This design comes from an exercise in tuning for small area, a short achievable clock period and few clock cycles on the open sky130 flow, not from production work.
The RTL was checked by simulation tests, not by an equivalence proof against the original design.
Power is estimated from default activity; no workload was simulated.

==> design.v <==
module pcpi_spi (
    input  wire        clk,
    input  wire        rst,
    input  wire        start,
    input  wire [9:0]  prog_len,
    input  wire        spi_9bit,
    input  wire [2:0]  dsi_lanes,
    input  wire [15:0] hdisplay,
    input  wire [15:0] hsync_start,
    input  wire [15:0] hsync_end,
    input  wire [15:0] htotal,
    input  wire [15:0] vdisplay,
    input  wire [15:0] vsync_start,
    input  wire [15:0] vsync_end,
    input  wire [15:0] vtotal,
    output wire        busy,
    output wire        done,
    output wire [1:0]  result,
    output wire [9:0]  prog_addr,
    input  wire [7:0]  prog_data,
    output reg         ev_valid,
    input  wire        ev_ready,
    output reg         ev_sleep,
    output reg  [7:0]  ev_data,
    output reg         ev_last
);
    localparam [1:0] RES_OK     = 2'd0;
    localparam [1:0] RES_EINVAL = 2'd1;
    localparam [1:0] RES_UNSPEC = 2'd2;
    localparam [3:0] ST_IDLE   = 4'd0;
    localparam [3:0] ST_OP     = 4'd1;
    localparam [3:0] ST_LEN    = 4'd2;
    localparam [3:0] ST_BUFLEN = 4'd3;
    localparam [3:0] ST_ARG    = 4'd4;
    localparam [3:0] ST_FIELD  = 4'd5;
    localparam [3:0] ST_CMDW   = 4'd6;
    localparam [3:0] ST_PREP   = 4'd7;
    localparam [3:0] ST_DATA   = 4'd8;
    localparam [3:0] ST_FLUSH  = 4'd9;
    localparam [3:0] ST_SLEEP  = 4'd10;
    localparam [3:0] ST_DONE   = 4'd11;
    reg [3:0]   state;
    reg [3:0]   ret_state;
    reg         rd;           
    reg [9:0]   pc;
    reg [9:0]   len;
    reg         skip;
    reg         mode9;
    reg [2:0]   lanes;
    reg [1:0]   res;
    reg [6:0]   op7;          
    reg [7:0]   dlen;         
    reg [7:0]   di;           
    reg         from_cmd;     
    reg [2:0]   argi;
    reg [2:0]   nargs;
    reg [7:0]   arg [0:5];
    reg [511:0] tx;           
    reg [9:0]   cursor;
    reg [5:0]   fi;           
    reg [255:0] cmd;          
    assign busy      = (state != ST_IDLE);
    assign done      = (state == ST_DONE);
    assign result    = res;
    assign prog_addr = pc;
    wire [6:0] in_op7 = prog_data[6:0];
    wire       in_g   = prog_data[7];
    wire c_unknown = (in_op7 == 7'h00) || (in_op7 > 7'h54);
    wire c_inline  = (in_op7 >= 7'h01) && (in_op7 <= 7'h3B);
    wire c_lane    = (in_op7 >= 7'h48) && (in_op7 <= 7'h4B);
    wire c_read    = (in_op7 >= 7'h40) && (in_op7 <= 7'h47);
    wire c_const   = (in_op7 == 7'h4C);
    wire c_timing  = (in_op7 >= 7'h4D) && (in_op7 <= 7'h54);
    reg [7:0] body_len;
    always @* begin
        if (c_inline)              body_len = {1'b0, in_op7};
        else if (c_read)           body_len = 8'd2 + {7'd0, in_g} + {5'd0, in_op7[2:0]};
        else if (c_const)          body_len = 8'd6;
        else if (c_timing)         body_len = 8'd3;
        else if (c_lane)           body_len = 8'd0;
        else                       body_len = 8'd1;    
    end
    wire [10:0] pc_next   = {1'b0, pc} + 11'd1;
    wire        op_trunc  = ({3'b0, body_len} + pc_next) > {1'b0, len};
    wire        len_trunc = ({3'b0, prog_data} + pc_next) > {1'b0, len};
    wire [31:0] t_hsync   = {16'd0, hsync_end}   - {16'd0, hsync_start};
    wire [31:0] t_hbp     = {16'd0, htotal}      - {16'd0, hsync_end};
    wire [31:0] t_hactive = {16'd0, hdisplay};
    wire [31:0] t_hfp     = {16'd0, hsync_start} - {16'd0, hdisplay};
    wire [31:0] t_vsync   = {16'd0, vsync_end}   - {16'd0, vsync_start};
    wire [31:0] t_vbp     = {16'd0, vtotal}      - {16'd0, vsync_end};
    wire [31:0] t_vactive = {16'd0, vdisplay};
    wire [31:0] t_vfp     = {16'd0, vsync_start} - {16'd0, vdisplay};
    reg [31:0] sub_val;
    reg [7:0]  sub_ss;
    always @* begin
        sub_ss = arg[2];
        case (op7)
            7'h4C: begin sub_val = {arg[5], arg[4], arg[3], arg[2]}; sub_ss = 8'd0; end
            7'h4D: sub_val = t_hsync;
            7'h4E: sub_val = t_hbp;
            7'h4F: sub_val = t_hactive;
            7'h50: sub_val = t_hfp;
            7'h51: sub_val = t_vsync;
            7'h52: sub_val = t_vbp;
            7'h53: sub_val = t_vactive;
            default: sub_val = t_vfp;
        endcase
    end
    wire [7:0]   sub_ds    = arg[0];
    wire [7:0]   sub_dl    = arg[1];
    wire [8:0]   sub_room  = 9'd256 - {1'b0, sub_ds};
    wire [8:0]   sub_len   = ({1'b0, sub_dl} < sub_room) ? {1'b0, sub_dl} : sub_room;
    wire [255:0] sub_field = {224'd0, sub_val} >> sub_ss;
    wire [255:0] sub_fmask = (256'd1 << sub_len) - 256'd1;
    wire [255:0] sub_mask  = sub_fmask << sub_ds;
    wire [255:0] sub_bits  = (sub_field & sub_fmask) << sub_ds;
    wire [7:0]  cmd_byte  = cmd[{di[4:0], 3'b000} +: 8];
    wire [7:0]  pay_byte  = from_cmd ? cmd_byte : prog_data;
    wire        pay_avail = from_cmd | rd;
    wire        pay_last  = (di == dlen - 8'd1);
    wire        tag       = (di != 8'd0);
    wire [8:0]  word9     = {pay_byte[0], pay_byte[1], pay_byte[2], pay_byte[3],
                             pay_byte[4], pay_byte[5], pay_byte[6], pay_byte[7], tag};
    wire [8:0]  word8     = {1'b0, pay_byte[0], pay_byte[1], pay_byte[2], pay_byte[3],
                             pay_byte[4], pay_byte[5], pay_byte[6], pay_byte[7]};
    wire [3:0]  wbits     = mode9 ? 4'd9 : 4'd8;
    wire [8:0]  wword     = mode9 ? word9 : word8;
    wire [511:0] wmask    = {503'd0, (9'h1FF >> (4'd9 - wbits))} << cursor;
    wire [511:0] wdata    = {503'd0, wword} << cursor;
    wire [11:0] need9     = {4'd0, dlen} * 12'd9;
    wire        no_room9  = ({2'b0, cursor} + need9) > 12'd512;
    wire [9:0]  flush_r    = cursor + 10'd7;
    wire [6:0]  flush_m    = flush_r[9:3];
    wire [7:0]  raw_byte   = tx[{fi, 3'b000} +: 8];
    reg  [7:0]  flush_byte;
    integer j;
    always @* begin
        for (j = 0; j < 8; j = j + 1) begin
            if ({1'b0, fi, 3'b000} + j[9:0] < {1'b0, cursor})
                flush_byte[7 - j] = raw_byte[j];
            else
                flush_byte[7 - j] = 1'b1;
        end
    end
    always @* begin
        ev_valid = 1'b0;
        ev_sleep = 1'b0;
        ev_data  = 8'd0;
        ev_last  = 1'b0;
        if (state == ST_FLUSH && cursor != 10'd0) begin
            ev_valid = 1'b1;
            ev_data  = flush_byte;
            ev_last  = ({1'b0, fi} == flush_m - 7'd1);
        end else if (state == ST_SLEEP) begin
            ev_valid = 1'b1;
            ev_sleep = 1'b1;
            ev_data  = arg[0];
            ev_last  = 1'b1;
        end
    end
    always @(posedge clk) begin
        if (rst) begin
            state <= ST_IDLE;
            pc    <= 10'd0;
            rd    <= 1'b0;
            res   <= RES_OK;
        end else begin
            case (state)
            ST_IDLE: begin
                if (start) begin
                    len    <= prog_len;
                    mode9  <= spi_9bit;
                    lanes  <= dsi_lanes;
                    pc     <= 10'd0;
                    skip   <= 1'b0;
                    cursor <= 10'd0;
                    cmd    <= 256'd0;
                    rd     <= 1'b0;
                    fi     <= 6'd0;
                    state  <= ST_OP;
                end
            end
            ST_OP: begin
                if (pc == len) begin
                    res       <= RES_OK;
                    ret_state <= ST_DONE;
                    state     <= ST_FLUSH;
                end else if (!rd) begin
                    rd <= 1'b1;
                end else begin
                    rd  <= 1'b0;
                    op7 <= in_op7;
                    if (c_unknown) begin
                        res   <= RES_EINVAL;
                        state <= ST_DONE;
                    end else if (c_lane) begin
                        pc <= pc + 10'd1;
                        if ({1'b0, lanes} != {1'b0, in_op7[1:0]} + 4'd1)
                            skip <= 1'b1;
                    end else if (op_trunc) begin
                        res   <= RES_EINVAL;
                        state <= ST_DONE;
                    end else begin
                        pc <= pc + 10'd1;
                        if (in_op7 == 7'h3C) begin
                            state <= ST_LEN;
                        end else if (skip) begin
                            pc   <= pc_next[9:0] + {2'b0, body_len};
                            skip <= 1'b0;
                        end else if (c_inline) begin
                            dlen     <= {1'b0, in_op7};
                            from_cmd <= 1'b0;
                            state    <= ST_PREP;
                        end else if (in_op7 == 7'h3D) begin
                            state <= ST_BUFLEN;
                        end else if (in_op7 == 7'h3E || in_op7 == 7'h3F) begin
                            state <= ST_ARG;
                        end else if (c_read) begin
                            res   <= RES_UNSPEC;
                            state <= ST_DONE;
                        end else begin
                            argi  <= 3'd0;
                            nargs <= c_const ? 3'd6 : 3'd3;
                            state <= ST_FIELD;
                        end
                    end
                end
            end
            ST_LEN: begin
                if (!rd) begin
                    rd <= 1'b1;
                end else begin
                    rd <= 1'b0;
                    pc <= pc + 10'd1;
                    if (len_trunc) begin
                        res   <= RES_EINVAL;
                        state <= ST_DONE;
                    end else if (skip) begin
                        pc    <= pc_next[9:0] + {2'b0, prog_data};
                        skip  <= 1'b0;
                        state <= ST_OP;
                    end else if (prog_data == 8'd0) begin
                        res   <= RES_UNSPEC;
                        state <= ST_DONE;
                    end else begin
                        dlen     <= prog_data;
                        from_cmd <= 1'b0;
                        state    <= ST_PREP;
                    end
                end
            end
            ST_BUFLEN: begin
                if (!rd) begin
                    rd <= 1'b1;
                end else begin
                    rd <= 1'b0;
                    pc <= pc + 10'd1;
                    if (prog_data == 8'd0 || prog_data > 8'd24) begin
                        res   <= RES_UNSPEC;
                        state <= ST_DONE;
                    end else begin
                        dlen     <= prog_data;
                        from_cmd <= 1'b1;
                        state    <= ST_PREP;
                    end
                end
            end
            ST_ARG: begin
                if (!rd) begin
                    rd <= 1'b1;
                end else begin
                    rd     <= 1'b0;
                    pc     <= pc + 10'd1;
                    arg[0] <= prog_data;
                    if (op7 == 7'h3E) begin
                        ret_state <= ST_SLEEP;
                        state     <= ST_FLUSH;
                    end else begin
                        state <= ST_OP;
                    end
                end
            end
            ST_FIELD: begin
                if (!rd) begin
                    rd <= 1'b1;
                end else begin
                    rd        <= 1'b0;
                    pc        <= pc + 10'd1;
                    arg[argi] <= prog_data;
                    argi      <= argi + 3'd1;
                    if (argi == nargs - 3'd1)
                        state <= ST_CMDW;
                end
            end
            ST_CMDW: begin
                cmd   <= (cmd & ~sub_mask) | sub_bits;
                state <= ST_OP;
            end
            ST_PREP: begin
                di <= 8'd0;
                if (mode9 && no_room9 && cursor != 10'd0) begin
                    ret_state <= ST_PREP;
                    state     <= ST_FLUSH;
                end else if (mode9 ? (need9 > 12'd512) : (dlen > 8'd64)) begin
                    res   <= RES_EINVAL;
                    state <= ST_DONE;
                end else begin
                    state <= ST_DATA;
                end
            end
            ST_DATA: begin
                if (!from_cmd && !rd) begin
                    rd <= 1'b1;
                end else if (pay_avail) begin
                    rd     <= 1'b0;
                    if (!from_cmd)
                        pc <= pc + 10'd1;
                    tx     <= (tx & ~wmask) | wdata;
                    cursor <= cursor + {6'd0, wbits};
                    di     <= di + 8'd1;
                    if (pay_last) begin
                        if (mode9) begin
                            state <= ST_OP;
                        end else begin
                            ret_state <= ST_OP;
                            state     <= ST_FLUSH;
                        end
                    end
                end
            end
            ST_FLUSH: begin
                if (cursor == 10'd0) begin
                    state <= ret_state;
                end else if (ev_ready) begin
                    if ({1'b0, fi} == flush_m - 7'd1) begin
                        fi     <= 6'd0;
                        cursor <= 10'd0;
                        state  <= ret_state;
                    end else begin
                        fi <= fi + 6'd1;
                    end
                end
            end
            ST_SLEEP: begin
                if (ev_ready)
                    state <= ST_OP;
            end
            ST_DONE: begin
                state <= ST_IDLE;
            end
            default: state <= ST_IDLE;
            endcase
        end
    end
endmodule
==> run.sh <==
#!/bin/bash
# synth_recipe.tcl (not shown) runs the flow's synth.tcl, then flattens the netlist and writes it again
# the make line also repeats each setting of config.mk as NAME=value (left out here)
make -C /OpenROAD-flow-scripts/flow DESIGN_CONFIG=/design/flow/config.mk WORK_HOME=/design/flow/orfs CLKGATE_MAP_FILE= SYNTH_SCRIPT=/design/flow/synth_recipe.tcl finish
==> config.mk <==
export PLATFORM = sky130hd
export DESIGN_NAME = pcpi_spi
export DESIGN_NICKNAME = pcpi_spi
export VERILOG_FILES = /design/flow/design.v
export SDC_FILE = /design/flow/constraint.sdc
export NUM_CORES = 4
export LEC_CHECK = 0
export CAP_MARGIN = 20
export CORE_MARGIN = 2
export CORE_UTILIZATION = 25
export PLACE_DENSITY = 0.4
export SLEW_MARGIN = 20
==> constraint.sdc <==
create_clock -name core_clock -period 12.0 [get_ports {clk}]
set_input_delay 2.4000 -clock core_clock [delete_from_list [all_inputs] [get_ports {clk}]]
set_output_delay 2.4000 -clock core_clock [all_outputs]
set_load 0.01 [all_outputs]
==> summary.txt <==
- Max-cap violations in this run came to 0.
- The final route contains 123000 vias.
- The worst register-to-register path ends at cmd[188]$_SDFFCE_PN0P_.
- Power spread over the standard cell area amounts to 114 nW/µm².
- The number of max-slew violations in the final report came to 0.
- The number of buffers created by CTS is 121.
- The root cell of the clock tree is sky130_fd_sc_hd__clkbuf_16.
- In the synthesized netlist, the cells that appear most often are 1601 x sky130_fd_sc_hd__o21ai_0, 1201 x sky130_fd_sc_hd__nand2_1, 1049 x sky130_fd_sc_hd__nor2_1, 880 x sky130_fd_sc_hd__edfxtp_1, 826 x sky130_fd_sc_hd__clkbuf_1.
- For flop-to-flop paths, the worst setup slack is 1.66 ns.
- Of the total power, combinational logic draws 40.8%.
- In the routed layout, each cell is associated on average with a via count of 6.88.
- The largest area contributor in the synthesized netlist is sky130_fd_sc_hd__edfxtp_1.
- After synthesis the netlist holds a flip-flop and latch count of 897.
- The number of filler cells placed in the layout is 42800.
- The dominant synthesized flop cell is sky130_fd_sc_hd__edfxtp_1.
- The fraction of power spent switching nets is 43.4%.
- The area of the multi-input gates is 69100 µm².
- The worst register-to-register path begins at arg[0][0]$_DFFE_PP_.
- The total area inside the core boundary comes to 399000 µm².
- The synthesized area is 100000 µm².
- The number of cell instances on the worst register-to-register path is 29.
- The area growth from synthesis to layout is 16.5%.
- The most frequent cell after synthesis is sky130_fd_sc_hd__o21ai_0.
- The worst-path cell with the longest stage delay is sky130_fd_sc_hd__nor3b_1.
- After layout, the minimum clock period comes to 10.34 ns.
- After global routing the overflow that remains totals 0.
- The area taken by flip-flops and latches is 26800 µm².
- The clock network fraction of total power is 28.6%.
- The total placed cells including tap cells is 17500.
- For this run, the number of Yosys warnings is 1.
- The count of endpoints failing hold in the final timing report is 0.
- The data required time of the worst path is 12.68 ns.
- For this design the static power due to leakage is 38.8 nW.
- After legalization and detailed placement, the total HPWL measured 655000 µm.
- The number of global-route vias before repair is 113000.
- The die covers 405000 µm².
- The number of endpoints failing setup at the final stage is 0.
- The global-route wire length before repair is 1120000 µm.
- The largest buffer count on any clock path is 4.
- The worst setup path endpoint is cmd[188]$_SDFFCE_PN0P_.
- The latest clock arrival within the worst-skew pair is 1.00 ns.
- The cell area after layout is 116000 µm².
- The switching power is 5.75 mW.
- Counting flops with an async set or reset pin after synthesis yields a share of 0%.
- The post-route netlist has 16.1% of its cells at a drive strength greater than 1.
- The chip height is 636 µm.
- The number of core rows is 232.
- The launch point of the critical path is arg[0][0]$_DFFE_PP_.
- The classification of the worst-slack hold path is reg -> reg.
- The clock arrives with 0.113 ns of skew.
- TritonCTS built the clock tree.
- The count of placed standard cells in the final layout, fillers left out is 17800.
- The horizontal extent of the die is 636 µm.
- The gate count of the mapped netlist is 12300.
- For this design, the sink count on the clock tree is 897.
- The delay of the slowest cell on the worst path is 0.81 ns.
- After layout, the worst path uses 86.2% of the clock period.
- Summing all placed instances gives a cell area of 112000 µm².
- The sequential fraction of the synthesis area is 26.8%.
- The flow ran to the end and the layout has no timing, DRC or antenna violations.
- The number of buffer cells added on primary ports is 178.
- The initial antenna violation count is 90.
- The average size of a mapped cell is 8.15 µm².
- Along the worst path, the maximum fanout reaches 35.
- Across the VDD grid, the largest voltage drop is 0.133 mV.
- The worst path meets setup with 1.66 ns of slack.
- The total power is 13.2 mW.
- The DRC violation count after routing is 0.
- The area share of the largest cell type after synthesis is 26.4%.
- The routability congestion estimate from global placement is 1.15.
- The transition at the pin with the smallest max-transition slack is 1.32 ns.
- Across every metal layer, demand over resource in global routing totals 40.5%.
- Wires add up to 856000 µm.
- The critical setup path kind is reg -> reg.
- The type of element capturing the critical path is a flip-flop.
- STA classifies the critical path startpoint as a flip-flop.
- Counting flops with a built-in enable in the synthesized netlist gives 880.
- The cell type with the highest occurrence count on the critical path is sky130_fd_sc_hd__buf_4.
- The pre-CTS setup slack is 1.45 ns.
- The detail route stage leaves a number of antenna-violating nets equal to 0.
- The number of nets in the synthesized netlist is 12600.
- The per-cell routed wire length is 48.0 µm.
- Clock-pin slew was measured on the worst setup and hold paths at 0.07 ns.
- The number of setup buffers added after CTS is 0.
- Setup repair after global routing left no endpoint under its margin.
- The number of hold buffers added after CTS is 0.
- Entering global routing, the biggest net connects 148 pins.
- The count of cell types in the netlist is 115.
- The worst relative slew slack is 10.3%.
- In the post-synthesis netlist, the biggest area contributors are sky130_fd_sc_hd__edfxtp_1 26%, sky130_fd_sc_hd__o21ai_0 8.0%, sky130_fd_sc_hd__mux4_2 7.1%, sky130_fd_sc_hd__nand2_1 4.5%, sky130_fd_sc_hd__mux2i_1 4.3%.
- For this run, the detailed router's first-pass iteration total came to 9.
- The cell count of the worst hold path is 1.
- For this run, the post-layout net count is 12800.
- Once the floorplan was initialized, standard cells occupied 25.1% of the core.
- For the final routed database, the setup TNS stands at 0 ns.
- The I/O pin count is 179.
- The highest achievable clock rate is 96.7 MHz.
- The number of gates resized after CTS was 0.
- The number of levels in the clock H-tree is 3.
- The critical path arrival is 11.02 ns.
- The sequential fraction of design power is 30.5%.
- The count of routing violations after the opening detailed-route iteration is 20400.
- Cell internal power was estimated by the tool at 7.49 mW.
## cell families (layout without fill, tap and decap cells)
| logic type | after synthesis | after routing | share of synthesized area, % |
|---|---|---|---|
| compound gates | 4610 | 4610 | 30.3 |
| xor+xnor | 241 | 241 | 2.12 |
| fa+ha+maj | 196 | 196 | 2.53 |
| buf+inv | 1312 | 1558 | 5.22 |
| flops | 897 | 897 | 26.8 |
| mux | 949 | 949 | 13.7 |
| other cells | 1 | 69 | 0.00375 |
| simple gates | 4057 | 4057 | 19.3 |
## metal layers
metal | track usage (%) | part of all wire, %
met3 | 12.3 | 11
met5 | 0 | 0.036
met1 | 50.0 | 38
met4 | 32.0 | 9.7
met2 | 58.4 | 41
## worst max-delay path: cells and delay by family, from the launching register on
kind,cells,cell delay (ns)
buffers and inverters,7,1.79
and+or+nand+nor,8,3.08
DFF,1,0.53
AOI/OAI and AO/OA,9,3.05
adders and majority gates,2,0.47
muxes,3,1.00
## power by group through the flow
stage	sequential [mW]	clock, mW	combinational [mW]
after global placement	4.09	0	5.19
after CTS	4.03	3.84	5.21
after global routing	4.06	3.94	5.54
after detailed placement	4.09	0	5.19
final	4.04	3.79	5.41
after floorplan	4.06	0	2.76
## layout by cell type, fill, tap and decap left out, types with 126 or more instances in the layout
cell                                 n
sky130_fd_sc_hd__nand3_1           418
sky130_fd_sc_hd__mux2i_1           415
sky130_fd_sc_hd__xnor2_1           140
sky130_fd_sc_hd__edfxtp_1          880
sky130_fd_sc_hd__ha_1              186
sky130_fd_sc_hd__a21oi_1           617
sky130_fd_sc_hd__nor2_1            986
sky130_fd_sc_hd__a31oi_1           130
sky130_fd_sc_hd__o22ai_1           236
sky130_fd_sc_hd__clkdlybuf4s50_1   174
sky130_fd_sc_hd__o21ai_0          1585
sky130_fd_sc_hd__o211ai_1          189
sky130_fd_sc_hd__inv_1             217
sky130_fd_sc_hd__a211oi_1          158
sky130_fd_sc_hd__mux2_2            203
sky130_fd_sc_hd__nand2_1          1170
sky130_fd_sc_hd__nor3_1            365
sky130_fd_sc_hd__buf_4             888
sky130_fd_sc_hd__mux4_2            315
sky130_fd_sc_hd__a22oi_1           167
sky130_fd_sc_hd__nand4_1           150
sky130_fd_sc_hd__o221ai_1          126
## worst min path at each step
stage	startpoint	end	slack (ns)
final	di[0]$_SDFFCE_PN0P_	di[0]$_SDFFCE_PN0P_	0.56
after floorplan	pc[9]$_SDFFE_PP0P_	pc[9]$_SDFFE_PP0P_	0.51
after global routing	di[0]$_SDFFCE_PN0P_	di[0]$_SDFFCE_PN0P_	0.58
after global placement	di[0]$_SDFFCE_PN0P_	di[0]$_SDFFCE_PN0P_	0.55
after CTS	di[0]$_SDFFCE_PN0P_	di[0]$_SDFFCE_PN0P_	0.56
after detailed placement	di[0]$_SDFFCE_PN0P_	di[0]$_SDFFCE_PN0P_	0.55
## cell type report
cell class	count	share of cell area, %
Antenna cell	68	0.146
Clock buffer	144	2.67
Clock inverter	77	0.632
Inverter	234	0.791
Multi-Input combinational cell	10100	59.4
Sequential cell	897	23.0
Tap cell	5265	5.66
Timing Repair Buffer	1103	7.77
## state kept, by name (all words and copies together), names as in the netlist, 6 cells and up
register and flops:
arg 48, len 10, cursor 10, di 8, dlen 8, cmd 256
op7 7, tx 512, fi 6, pc 10
## stage by stage
stage | hold slack (ns) | util (%)
5_1_grt | 0.582 | 29.2
2_1_floorplan | 0.508 | -
3_5_place_dp | 0.552 | 28.2
3_3_place_gp | 0.553 | 28.1
6_report | 0.559 | 29.2
4_1_cts | 0.561 | 29.1
Testbench counts, summed over its fixed seeds: cycles 385,385.

[re-timing with driven ports]
The flow's constraints put no driver on any port. The routed layout listed below was extracted and timed again, unchanged, in two steps.
Step 1: set_driving_cell puts a clkbuf_16 on clk and a buf_2 on each other input, an assumption about the parent block.
Step 2 adds t to the input delays and takes it off the output delays; t is the mean of the earliest and latest rising clock arrival at the registers after step 1. Input paths then give back, and output paths get back, about the clock's delay inside the block.
Slacks: no drivers / after step 1 / after step 2; pairs: no drivers / after step 1.
t, ns: 1.062
setup WS [ns]: 1.661 / 1.661 / 0.835
cell pins on the clock port's net: 1
After both steps setup and hold are still met in this run. For this run, drivers alone change the setup slack by 0.000 ns; drivers and shift together by -0.826 ns.
